Source: an optimization exercise on an open RTL-to-GDS flow (aim: small area, a short achievable clock period and few clock cycles). Production flows keep margins and buffers that such runs may drop. In this exercise RTL edits were held to simulation tests only and were not proved equivalent to the original.

### design.v
module ift64_twiddle (
    input  wire [5:0]         q,
    output reg  signed [14:0] tw_c,
    output reg  signed [14:0] tw_s
);
    always @(*) begin
        case (q)
            6'd0: begin tw_c = 15'sd8192; tw_s = 15'sd0; end
            6'd1: begin tw_c = 15'sd8153; tw_s = 15'sd803; end
            6'd2: begin tw_c = 15'sd8035; tw_s = 15'sd1598; end
            6'd3: begin tw_c = 15'sd7839; tw_s = 15'sd2378; end
            6'd4: begin tw_c = 15'sd7568; tw_s = 15'sd3135; end
            6'd5: begin tw_c = 15'sd7225; tw_s = 15'sd3862; end
            6'd6: begin tw_c = 15'sd6811; tw_s = 15'sd4551; end
            6'd7: begin tw_c = 15'sd6333; tw_s = 15'sd5197; end
            6'd8: begin tw_c = 15'sd5793; tw_s = 15'sd5793; end
            6'd9: begin tw_c = 15'sd5197; tw_s = 15'sd6333; end
            6'd10: begin tw_c = 15'sd4551; tw_s = 15'sd6811; end
            6'd11: begin tw_c = 15'sd3862; tw_s = 15'sd7225; end
            6'd12: begin tw_c = 15'sd3135; tw_s = 15'sd7568; end
            6'd13: begin tw_c = 15'sd2378; tw_s = 15'sd7839; end
            6'd14: begin tw_c = 15'sd1598; tw_s = 15'sd8035; end
            6'd15: begin tw_c = 15'sd803; tw_s = 15'sd8153; end
            6'd16: begin tw_c = 15'sd0; tw_s = 15'sd8192; end
            6'd17: begin tw_c = -15'sd803; tw_s = 15'sd8153; end
            6'd18: begin tw_c = -15'sd1598; tw_s = 15'sd8035; end
            6'd19: begin tw_c = -15'sd2378; tw_s = 15'sd7839; end
            6'd20: begin tw_c = -15'sd3135; tw_s = 15'sd7568; end
            6'd21: begin tw_c = -15'sd3862; tw_s = 15'sd7225; end
            6'd22: begin tw_c = -15'sd4551; tw_s = 15'sd6811; end
            6'd23: begin tw_c = -15'sd5197; tw_s = 15'sd6333; end
            6'd24: begin tw_c = -15'sd5793; tw_s = 15'sd5793; end
            6'd25: begin tw_c = -15'sd6333; tw_s = 15'sd5197; end
            6'd26: begin tw_c = -15'sd6811; tw_s = 15'sd4551; end
            6'd27: begin tw_c = -15'sd7225; tw_s = 15'sd3862; end
            6'd28: begin tw_c = -15'sd7568; tw_s = 15'sd3135; end
            6'd29: begin tw_c = -15'sd7839; tw_s = 15'sd2378; end
            6'd30: begin tw_c = -15'sd8035; tw_s = 15'sd1598; end
            6'd31: begin tw_c = -15'sd8153; tw_s = 15'sd803; end
            6'd32: begin tw_c = -15'sd8192; tw_s = 15'sd0; end
            6'd33: begin tw_c = -15'sd8153; tw_s = -15'sd803; end
            6'd34: begin tw_c = -15'sd8035; tw_s = -15'sd1598; end
            6'd35: begin tw_c = -15'sd7839; tw_s = -15'sd2378; end
            6'd36: begin tw_c = -15'sd7568; tw_s = -15'sd3135; end
            6'd37: begin tw_c = -15'sd7225; tw_s = -15'sd3862; end
            6'd38: begin tw_c = -15'sd6811; tw_s = -15'sd4551; end
            6'd39: begin tw_c = -15'sd6333; tw_s = -15'sd5197; end
            6'd40: begin tw_c = -15'sd5793; tw_s = -15'sd5793; end
            6'd41: begin tw_c = -15'sd5197; tw_s = -15'sd6333; end
            6'd42: begin tw_c = -15'sd4551; tw_s = -15'sd6811; end
            6'd43: begin tw_c = -15'sd3862; tw_s = -15'sd7225; end
            6'd44: begin tw_c = -15'sd3135; tw_s = -15'sd7568; end
            6'd45: begin tw_c = -15'sd2378; tw_s = -15'sd7839; end
            6'd46: begin tw_c = -15'sd1598; tw_s = -15'sd8035; end
            6'd47: begin tw_c = -15'sd803; tw_s = -15'sd8153; end
            6'd48: begin tw_c = 15'sd0; tw_s = -15'sd8192; end
            6'd49: begin tw_c = 15'sd803; tw_s = -15'sd8153; end
            6'd50: begin tw_c = 15'sd1598; tw_s = -15'sd8035; end
            6'd51: begin tw_c = 15'sd2378; tw_s = -15'sd7839; end
            6'd52: begin tw_c = 15'sd3135; tw_s = -15'sd7568; end
            6'd53: begin tw_c = 15'sd3862; tw_s = -15'sd7225; end
            6'd54: begin tw_c = 15'sd4551; tw_s = -15'sd6811; end
            6'd55: begin tw_c = 15'sd5197; tw_s = -15'sd6333; end
            6'd56: begin tw_c = 15'sd5793; tw_s = -15'sd5793; end
            6'd57: begin tw_c = 15'sd6333; tw_s = -15'sd5197; end
            6'd58: begin tw_c = 15'sd6811; tw_s = -15'sd4551; end
            6'd59: begin tw_c = 15'sd7225; tw_s = -15'sd3862; end
            6'd60: begin tw_c = 15'sd7568; tw_s = -15'sd3135; end
            6'd61: begin tw_c = 15'sd7839; tw_s = -15'sd2378; end
            6'd62: begin tw_c = 15'sd8035; tw_s = -15'sd1598; end
            6'd63: begin tw_c = 15'sd8153; tw_s = -15'sd803; end
            default: begin tw_c = 15'sd0; tw_s = 15'sd0; end
        endcase
    end
endmodule
module ift64 (
    input  wire         clk,
    input  wire         rst,            
    input  wire         in_valid,
    output wire         in_ready,
    input  wire [831:0] in_data,        
    output reg          out_valid,
    output reg  [5:0]   out_index,
    output reg  [15:0]  out_re,
    output reg  [15:0]  out_im
);
    reg         busy;
    reg [831:0] slots;
    reg [5:0]   n;                      
    reg [1:0]   j;                      
    assign in_ready = ~busy;
    always @(posedge clk) begin
        if (rst) begin
            busy <= 1'b0;
            n    <= 6'd0;
            j    <= 2'd0;
        end else if (!busy) begin
            if (in_valid) begin
                busy <= 1'b1;
                n    <= 6'd0;
                j    <= 2'd0;
            end
        end else begin
            j <= j + 2'd1;
            if (j == 2'd3) begin
                n <= n + 6'd1;
                if (n == 6'd63) busy <= 1'b0;
            end
        end
    end
    always @(posedge clk) begin
        if (!busy) slots <= in_data;
        else       slots <= {slots[207:0], slots[831:208]};
    end
    reg va, vb; reg fa, fb, la, lb; reg [5:0] na, nb;
    always @(posedge clk) begin
        if (rst) begin va <= 1'b0; vb <= 1'b0; end
        else begin va <= busy; vb <= va; end
        fa <= (j == 2'd0); fb <= fa;
        la <= (j == 2'd3); lb <= la;
        na <= n; nb <= na;
    end
    wire [5:0]  m0 = {j, 2'b00} + {j, 3'b000} + {4'd0, j} + 6'd0;
    wire [5:0]  k0 = (m0 < 6'd26) ? m0 + 6'd38 : m0 - 6'd25;
    wire [11:0] kn0 = k0 * n;
    reg  [5:0]  q0;
    reg  [15:0] c0;
    always @(posedge clk) begin q0 <= kn0[5:0]; c0 <= slots[15:0]; end
    wire signed [14:0] tc0, ts0;
    ift64_twiddle u_tw0 (.q(q0), .tw_c(tc0), .tw_s(ts0));
    wire signed [7:0] a0 = c0[7:0];
    wire signed [7:0] b0 = c0[15:8];
    reg  signed [23:0] pr0, pi0;
    always @(posedge clk) begin
        pr0 <= a0 * tc0 - b0 * ts0;
        pi0 <= a0 * ts0 + b0 * tc0;
    end
    wire [5:0]  m1 = {j, 2'b00} + {j, 3'b000} + {4'd0, j} + 6'd1;
    wire [5:0]  k1 = (m1 < 6'd26) ? m1 + 6'd38 : m1 - 6'd25;
    wire [11:0] kn1 = k1 * n;
    reg  [5:0]  q1;
    reg  [15:0] c1;
    always @(posedge clk) begin q1 <= kn1[5:0]; c1 <= slots[31:16]; end
    wire signed [14:0] tc1, ts1;
    ift64_twiddle u_tw1 (.q(q1), .tw_c(tc1), .tw_s(ts1));
    wire signed [7:0] a1 = c1[7:0];
    wire signed [7:0] b1 = c1[15:8];
    reg  signed [23:0] pr1, pi1;
    always @(posedge clk) begin
        pr1 <= a1 * tc1 - b1 * ts1;
        pi1 <= a1 * ts1 + b1 * tc1;
    end
    wire [5:0]  m2 = {j, 2'b00} + {j, 3'b000} + {4'd0, j} + 6'd2;
    wire [5:0]  k2 = (m2 < 6'd26) ? m2 + 6'd38 : m2 - 6'd25;
    wire [11:0] kn2 = k2 * n;
    reg  [5:0]  q2;
    reg  [15:0] c2;
    always @(posedge clk) begin q2 <= kn2[5:0]; c2 <= slots[47:32]; end
    wire signed [14:0] tc2, ts2;
    ift64_twiddle u_tw2 (.q(q2), .tw_c(tc2), .tw_s(ts2));
    wire signed [7:0] a2 = c2[7:0];
    wire signed [7:0] b2 = c2[15:8];
    reg  signed [23:0] pr2, pi2;
    always @(posedge clk) begin
        pr2 <= a2 * tc2 - b2 * ts2;
        pi2 <= a2 * ts2 + b2 * tc2;
    end
    wire [5:0]  m3 = {j, 2'b00} + {j, 3'b000} + {4'd0, j} + 6'd3;
    wire [5:0]  k3 = (m3 < 6'd26) ? m3 + 6'd38 : m3 - 6'd25;
    wire [11:0] kn3 = k3 * n;
    reg  [5:0]  q3;
    reg  [15:0] c3;
    always @(posedge clk) begin q3 <= kn3[5:0]; c3 <= slots[63:48]; end
    wire signed [14:0] tc3, ts3;
    ift64_twiddle u_tw3 (.q(q3), .tw_c(tc3), .tw_s(ts3));
    wire signed [7:0] a3 = c3[7:0];
    wire signed [7:0] b3 = c3[15:8];
    reg  signed [23:0] pr3, pi3;
    always @(posedge clk) begin
        pr3 <= a3 * tc3 - b3 * ts3;
        pi3 <= a3 * ts3 + b3 * tc3;
    end
    wire [5:0]  m4 = {j, 2'b00} + {j, 3'b000} + {4'd0, j} + 6'd4;
    wire [5:0]  k4 = (m4 < 6'd26) ? m4 + 6'd38 : m4 - 6'd25;
    wire [11:0] kn4 = k4 * n;
    reg  [5:0]  q4;
    reg  [15:0] c4;
    always @(posedge clk) begin q4 <= kn4[5:0]; c4 <= slots[79:64]; end
    wire signed [14:0] tc4, ts4;
    ift64_twiddle u_tw4 (.q(q4), .tw_c(tc4), .tw_s(ts4));
    wire signed [7:0] a4 = c4[7:0];
    wire signed [7:0] b4 = c4[15:8];
    reg  signed [23:0] pr4, pi4;
    always @(posedge clk) begin
        pr4 <= a4 * tc4 - b4 * ts4;
        pi4 <= a4 * ts4 + b4 * tc4;
    end
    wire [5:0]  m5 = {j, 2'b00} + {j, 3'b000} + {4'd0, j} + 6'd5;
    wire [5:0]  k5 = (m5 < 6'd26) ? m5 + 6'd38 : m5 - 6'd25;
    wire [11:0] kn5 = k5 * n;
    reg  [5:0]  q5;
    reg  [15:0] c5;
    always @(posedge clk) begin q5 <= kn5[5:0]; c5 <= slots[95:80]; end
    wire signed [14:0] tc5, ts5;
    ift64_twiddle u_tw5 (.q(q5), .tw_c(tc5), .tw_s(ts5));
    wire signed [7:0] a5 = c5[7:0];
    wire signed [7:0] b5 = c5[15:8];
    reg  signed [23:0] pr5, pi5;
    always @(posedge clk) begin
        pr5 <= a5 * tc5 - b5 * ts5;
        pi5 <= a5 * ts5 + b5 * tc5;
    end
    wire [5:0]  m6 = {j, 2'b00} + {j, 3'b000} + {4'd0, j} + 6'd6;
    wire [5:0]  k6 = (m6 < 6'd26) ? m6 + 6'd38 : m6 - 6'd25;
    wire [11:0] kn6 = k6 * n;
    reg  [5:0]  q6;
    reg  [15:0] c6;
    always @(posedge clk) begin q6 <= kn6[5:0]; c6 <= slots[111:96]; end
    wire signed [14:0] tc6, ts6;
    ift64_twiddle u_tw6 (.q(q6), .tw_c(tc6), .tw_s(ts6));
    wire signed [7:0] a6 = c6[7:0];
    wire signed [7:0] b6 = c6[15:8];
    reg  signed [23:0] pr6, pi6;
    always @(posedge clk) begin
        pr6 <= a6 * tc6 - b6 * ts6;
        pi6 <= a6 * ts6 + b6 * tc6;
    end
    wire [5:0]  m7 = {j, 2'b00} + {j, 3'b000} + {4'd0, j} + 6'd7;
    wire [5:0]  k7 = (m7 < 6'd26) ? m7 + 6'd38 : m7 - 6'd25;
    wire [11:0] kn7 = k7 * n;
    reg  [5:0]  q7;
    reg  [15:0] c7;
    always @(posedge clk) begin q7 <= kn7[5:0]; c7 <= slots[127:112]; end
    wire signed [14:0] tc7, ts7;
    ift64_twiddle u_tw7 (.q(q7), .tw_c(tc7), .tw_s(ts7));
    wire signed [7:0] a7 = c7[7:0];
    wire signed [7:0] b7 = c7[15:8];
    reg  signed [23:0] pr7, pi7;
    always @(posedge clk) begin
        pr7 <= a7 * tc7 - b7 * ts7;
        pi7 <= a7 * ts7 + b7 * tc7;
    end
    wire [5:0]  m8 = {j, 2'b00} + {j, 3'b000} + {4'd0, j} + 6'd8;
    wire [5:0]  k8 = (m8 < 6'd26) ? m8 + 6'd38 : m8 - 6'd25;
    wire [11:0] kn8 = k8 * n;
    reg  [5:0]  q8;
    reg  [15:0] c8;
    always @(posedge clk) begin q8 <= kn8[5:0]; c8 <= slots[143:128]; end
    wire signed [14:0] tc8, ts8;
    ift64_twiddle u_tw8 (.q(q8), .tw_c(tc8), .tw_s(ts8));
    wire signed [7:0] a8 = c8[7:0];
    wire signed [7:0] b8 = c8[15:8];
    reg  signed [23:0] pr8, pi8;
    always @(posedge clk) begin
        pr8 <= a8 * tc8 - b8 * ts8;
        pi8 <= a8 * ts8 + b8 * tc8;
    end
    wire [5:0]  m9 = {j, 2'b00} + {j, 3'b000} + {4'd0, j} + 6'd9;
    wire [5:0]  k9 = (m9 < 6'd26) ? m9 + 6'd38 : m9 - 6'd25;
    wire [11:0] kn9 = k9 * n;
    reg  [5:0]  q9;
    reg  [15:0] c9;
    always @(posedge clk) begin q9 <= kn9[5:0]; c9 <= slots[159:144]; end
    wire signed [14:0] tc9, ts9;
    ift64_twiddle u_tw9 (.q(q9), .tw_c(tc9), .tw_s(ts9));
    wire signed [7:0] a9 = c9[7:0];
    wire signed [7:0] b9 = c9[15:8];
    reg  signed [23:0] pr9, pi9;
    always @(posedge clk) begin
        pr9 <= a9 * tc9 - b9 * ts9;
        pi9 <= a9 * ts9 + b9 * tc9;
    end
    wire [5:0]  m10 = {j, 2'b00} + {j, 3'b000} + {4'd0, j} + 6'd10;
    wire [5:0]  k10 = (m10 < 6'd26) ? m10 + 6'd38 : m10 - 6'd25;
    wire [11:0] kn10 = k10 * n;
    reg  [5:0]  q10;
    reg  [15:0] c10;
    always @(posedge clk) begin q10 <= kn10[5:0]; c10 <= slots[175:160]; end
    wire signed [14:0] tc10, ts10;
    ift64_twiddle u_tw10 (.q(q10), .tw_c(tc10), .tw_s(ts10));
    wire signed [7:0] a10 = c10[7:0];
    wire signed [7:0] b10 = c10[15:8];
    reg  signed [23:0] pr10, pi10;
    always @(posedge clk) begin
        pr10 <= a10 * tc10 - b10 * ts10;
        pi10 <= a10 * ts10 + b10 * tc10;
    end
    wire [5:0]  m11 = {j, 2'b00} + {j, 3'b000} + {4'd0, j} + 6'd11;
    wire [5:0]  k11 = (m11 < 6'd26) ? m11 + 6'd38 : m11 - 6'd25;
    wire [11:0] kn11 = k11 * n;
    reg  [5:0]  q11;
    reg  [15:0] c11;
    always @(posedge clk) begin q11 <= kn11[5:0]; c11 <= slots[191:176]; end
    wire signed [14:0] tc11, ts11;
    ift64_twiddle u_tw11 (.q(q11), .tw_c(tc11), .tw_s(ts11));
    wire signed [7:0] a11 = c11[7:0];
    wire signed [7:0] b11 = c11[15:8];
    reg  signed [23:0] pr11, pi11;
    always @(posedge clk) begin
        pr11 <= a11 * tc11 - b11 * ts11;
        pi11 <= a11 * ts11 + b11 * tc11;
    end
    wire [5:0]  m12 = {j, 2'b00} + {j, 3'b000} + {4'd0, j} + 6'd12;
    wire [5:0]  k12 = (m12 < 6'd26) ? m12 + 6'd38 : m12 - 6'd25;
    wire [11:0] kn12 = k12 * n;
    reg  [5:0]  q12;
    reg  [15:0] c12;
    always @(posedge clk) begin q12 <= kn12[5:0]; c12 <= slots[207:192]; end
    wire signed [14:0] tc12, ts12;
    ift64_twiddle u_tw12 (.q(q12), .tw_c(tc12), .tw_s(ts12));
    wire signed [7:0] a12 = c12[7:0];
    wire signed [7:0] b12 = c12[15:8];
    reg  signed [23:0] pr12, pi12;
    always @(posedge clk) begin
        pr12 <= a12 * tc12 - b12 * ts12;
        pi12 <= a12 * ts12 + b12 * tc12;
    end
    wire signed [27:0] sr = pr0 + pr1 + pr2 + pr3 + pr4 + pr5 + pr6 + pr7 + pr8 + pr9 + pr10 + pr11 + pr12;
    wire signed [27:0] si = pi0 + pi1 + pi2 + pi3 + pi4 + pi5 + pi6 + pi7 + pi8 + pi9 + pi10 + pi11 + pi12;
    reg  signed [27:0] acc_re, acc_im;
    wire signed [27:0] tot_re = (fb ? 28'sd0 : acc_re) + sr;
    wire signed [27:0] tot_im = (fb ? 28'sd0 : acc_im) + si;
    always @(posedge clk) begin
        if (rst) out_valid <= 1'b0;
        else     out_valid <= vb & lb;
        if (vb) begin
            acc_re <= tot_re;
            acc_im <= tot_im;
        end
        out_index <= nb;
        out_re    <= {tot_re[27], tot_re[27:13]};
        out_im    <= {tot_im[27], tot_im[27:13]};
    end
endmodule
### run.sh
#!/bin/bash
# synth_recipe.tcl (not shown) runs the flow's synth.tcl, then flattens the netlist and writes it again
# the make line also repeats each setting of config.mk as NAME=value (left out here)
make -C /OpenROAD-flow-scripts/flow DESIGN_CONFIG=/design/flow/config.mk WORK_HOME=/design/flow/orfs CLKGATE_MAP_FILE= SYNTH_SCRIPT=/design/flow/synth_recipe.tcl finish
### config.mk
export PLATFORM = sky130hd
export DESIGN_NAME = ift64
export DESIGN_NICKNAME = ift64
export VERILOG_FILES = /design/flow/design.v
export SDC_FILE = /design/flow/constraint.sdc
export NUM_CORES = 4
export LEC_CHECK = 0
export CAP_MARGIN = 20
export CORE_MARGIN = 2
export CORE_UTILIZATION = 35
export PLACE_DENSITY = 0.55
export SLEW_MARGIN = 20
### constraint.sdc
create_clock -name core_clock -period 12.0 [get_ports {clk}]
set_input_delay 2.4000 -clock core_clock [delete_from_list [all_inputs] [get_ports {clk}]]
set_output_delay 2.4000 -clock core_clock [all_outputs]
set_load 0.01 [all_outputs]
==> results.tsv <==
stage	metric	value	unit
outcome	outcome	finished clean	
route	vias_per_cell	4.904	
synthesis	async_flop_share	0	
sta	hold_violations	0	
synthesis	synth_enable_flop_cells	56	
finish	largestRegisters	slots x832, acc_im x28, acc_re x28	
global_routing	antenna_found_initial	164	
global_routing	grt_max_degree	168	
synthesis	syn_avg_cell_area	9.443	um^2
clocking	clock-sinks	2174	
global_routing	grt_pass1_wl	1611000	um
route	drc	0	
min_path	hold_class	flop to flop	
synthesis	yosysTopAreaCell	fa_1	
route	drtIter0Drc	16140	
setup_path	critPathKind	flop to flop	
clocking	clk_pin_slew	60	ps
clocking	cts_buffers	314	
placed_design	dp.cells	46180	
setup_path	critPathCaptureType	flop	
finish	largest_reg_flops	832	
die	initial_core_util	0.3514	
die	rows	352	
placed_design	place_congestion	1.000	
placed_design	post-dp-hpwl	853500	um
setup_path	cp_max_fo	26	
route	wl_per_cell	22.80	um
die	core	919200	um^2
route	num_vias	230200	
job	cap_violations	0	
sta	slew_violations	0	
finish	final_nets	44030	
synthesis	ys_seq_elements	2174	
clocking	clockBufferDepth	5	
sta	setup_viol	0	
synthesis	netlist_area	323000	um^2
clocking	ctsHoldBuffers	0	
die	fp.dieH	964.7	um
sta	grt_setup_unrepaired	no	
finish	area_growth	10.22	%
sta	setup_ws	4367	ps
die	die_x	964.7	um
finish	final_util	0.3873	
synthesis	synth-adder-area-share	0.5035	
synthesis	synth_cells	34200	
die	io_pins	875	
synthesis	yosysWarnings	2	
finish	drive_above_1_share	0.05851	
global_routing	grt_pass1_vias	250200	
global_routing	track_usage	0.2323	
route	ant_nets	0	
synthesis	synthMuxAreaShare	0.03613	
synthesis	synth-simple-area-share	0.1296	
synthesis	synth_xor_area_frac	0.02824	
global_routing	grt_overflow_total	0	
synthesis	syn_nets	43950	
sta	final.setup_skew	136.2	ps
placed_design	placed_area	344900	um^2
clocking	htree_levels	5	
synthesis	ys.flop_type	dfxtp_1	
sta	max_freq	131.0	MHz
finish	instances_no_fill	46940	
placed_design	io_buffers	874	
sta	worst_pin_slew	1303	ps
sta	final.period_utilization	0.6361	
placed_design	pre_cts_ws	4485	ps
clocking	cts_tree	built	
clocking	clock_latency	1070	ps
sta	tns	0	ps
route	wl	1070000	um
sta	whs	318.2	ps
setup_path	cp-start-kind	flop	
synthesis	synth_top_family_by_area	adder cells	
synthesis	yosysTopAreaCellShare	0.4227	
finish	final_area	356000	um^2
route	first_pass_iters	6	
setup_path	worstPathRequired	12870	ps
sta	fin_crit	7633	ps
clocking	cts_setup_buffers	0	
synthesis	synth_cell_types	98	
sta	slew_headroom	0.1063	
synthesis	synth_compound_gate_area_share	0.05276	
synthesis	yosysSeqAreaShare	0.1365	
die	dieArea	930600	um^2
clocking	root_buffer	clkbuf_16	
setup_path	cp.arrival	8510	ps
synthesis	synthTopCellsByArea	fa_1 (42%), dfxtp_1 (13%), inv_1 (9.4%)	
finish	regMostFlops	slots	
clocking	cts_resized	0	
-- cells by family (layout without fill, tap and decap cells) --
| logic type | count (synthesis) | count (layout) |
|---|---|---|
| buffers and inverters | 9703 | 10010 |
| adder cells (fa/ha/maj) | 8907 | 8907 |
| AND/OR/NAND/NOR | 8602 | 8602 |
| AO/OA/AOI/OAI | 2787 | 2787 |
| flip-flops | 2174 | 2174 |
| multiplexers | 1038 | 1038 |
| XOR/XNOR | 993 | 993 |
| other | 0 | 220 |
-- cell usage after synthesis, types with 167 or more instances --
master and count:
fa_1 6820, o21ai_0 649, xor2_1 179, ha_1 2087, xnor2_1 773, nand2_1 3272, mux2i_1 167, mux2_2 854
nand2b_1 364, and2_1 2924, nor2_1 1377, inv_1 8120, clkbuf_1 1413, a21o_1 179, a21oi_1 993, nor3_1 199
dfxtp_1 2118
-- cell type report --
cell class	count	area, um^2
clock buffers	400	8708
clock inverters	140	1800
multi-input cells	22330	242800
flip-flops and latches	2174	44110
diodes	220	550.5
repair buffers	1324	12210
fillers	91750	563100
well taps	12210	15280
inverters	8144	30570
-- final timing paths --
path / from / endpoint / slack (ps) / cells after the start
worst max-delay path: c6[15]$_DFF_P_ / pi6[23]$_DFF_P_ / 4370 / 20
worst min-delay path: slots[29]$_DFF_P_ / c1[13]$_DFF_P_ / 320 / 0
worst max register to register: c6[15]$_DFF_P_ / pi6[23]$_DFF_P_ / 4370 / 20
worst min register to register: slots[29]$_DFF_P_ / c1[13]$_DFF_P_ / 320 / 0
-- critical path, cell delays in order, from the launching register on --
cell and delay (ps):
dfxtp_1 590, clkinv_1 970, nor2_1 380, fa_1 470, fa_1 460, fa_1 520, fa_1 440, fa_1 490
inv_1 50, fa_1 480, inv_1 40, ha_1 320, o21ai_0 320, a21oi_1 190, a221oi_1 270, a21boi_0 260
o31ai_1 640, o211a_1 270, o21bai_1 90, a21oi_1 170, xnor2_1 80
-- routing by layer --
metal,up-vias,part of all wire,track usage
li1,101600,-,-
met1,119100,0.41,0.3020
met2,7785,0.44,0.3613
met3,1698,0.079,0.05131
met4,50,0.065,0.1259
met5,-,0.00032,0
-- layout by cell type, fill, tap and decap left out, types with 66 or more instances in the layout --
cell | synthesis | final
clkdlybuf4s50_1 | 0 | 874
o21ai_0 | 649 | 643
nor2_1 | 1377 | 1377
clkbuf_16 | 0 | 320
a21oi_1 | 993 | 988
a21o_1 | 179 | 179
mux2i_1 | 167 | 165
o21a_1 | 97 | 97
a211oi_1 | 143 | 143
nand3_1 | 137 | 137
mux2_2 | 854 | 854
o31ai_1 | 67 | 66
nor3_1 | 199 | 199
dfxtp_1 | 2118 | 2101
and2_1 | 2924 | 2924
buf_4 | 9 | 443
nand2_1 | 3272 | 3271
inv_1 | 8120 | 8119
o211ai_1 | 72 | 72
o21bai_1 | 100 | 100
ha_1 | 2087 | 2062
fa_1 | 6820 | 6807
nor2b_1 | 115 | 115
diode_2 | 0 | 220
nand2b_1 | 364 | 363
a31oi_1 | 117 | 116
xor2_1 | 179 | 172
xnor2_1 | 773 | 759
Testbench counts, summed over its fixed seeds: cycles 8,240.

==> port drivers added, routing unchanged <==
How much do the figures lean on ideal ports? The routed layout below was timed once more, with nothing changed but the port constraints.
Step 1 assumes that a clkbuf_16 drives the clock port and a buf_2 every other input.
Step 2, shift: input delay + t, output delay - t, t = (earliest + latest rising clock arrival at the registers) / 2. This alone moves slack from input paths to output paths.
Slacks: ideal / step 1 / step 2; pairs: ideal / step 1.
shift t [ns]: 1.149
setup slack, ns: 4.367 / 4.367 / 4.367
worst slew at a driven data input, ns: 0.23
cell pins on the clock port's net: 1
After both steps this run still meets setup and hold. For this run, drivers alone change the setup slack by 0.000 ns; drivers and shift together by 0.000 ns.
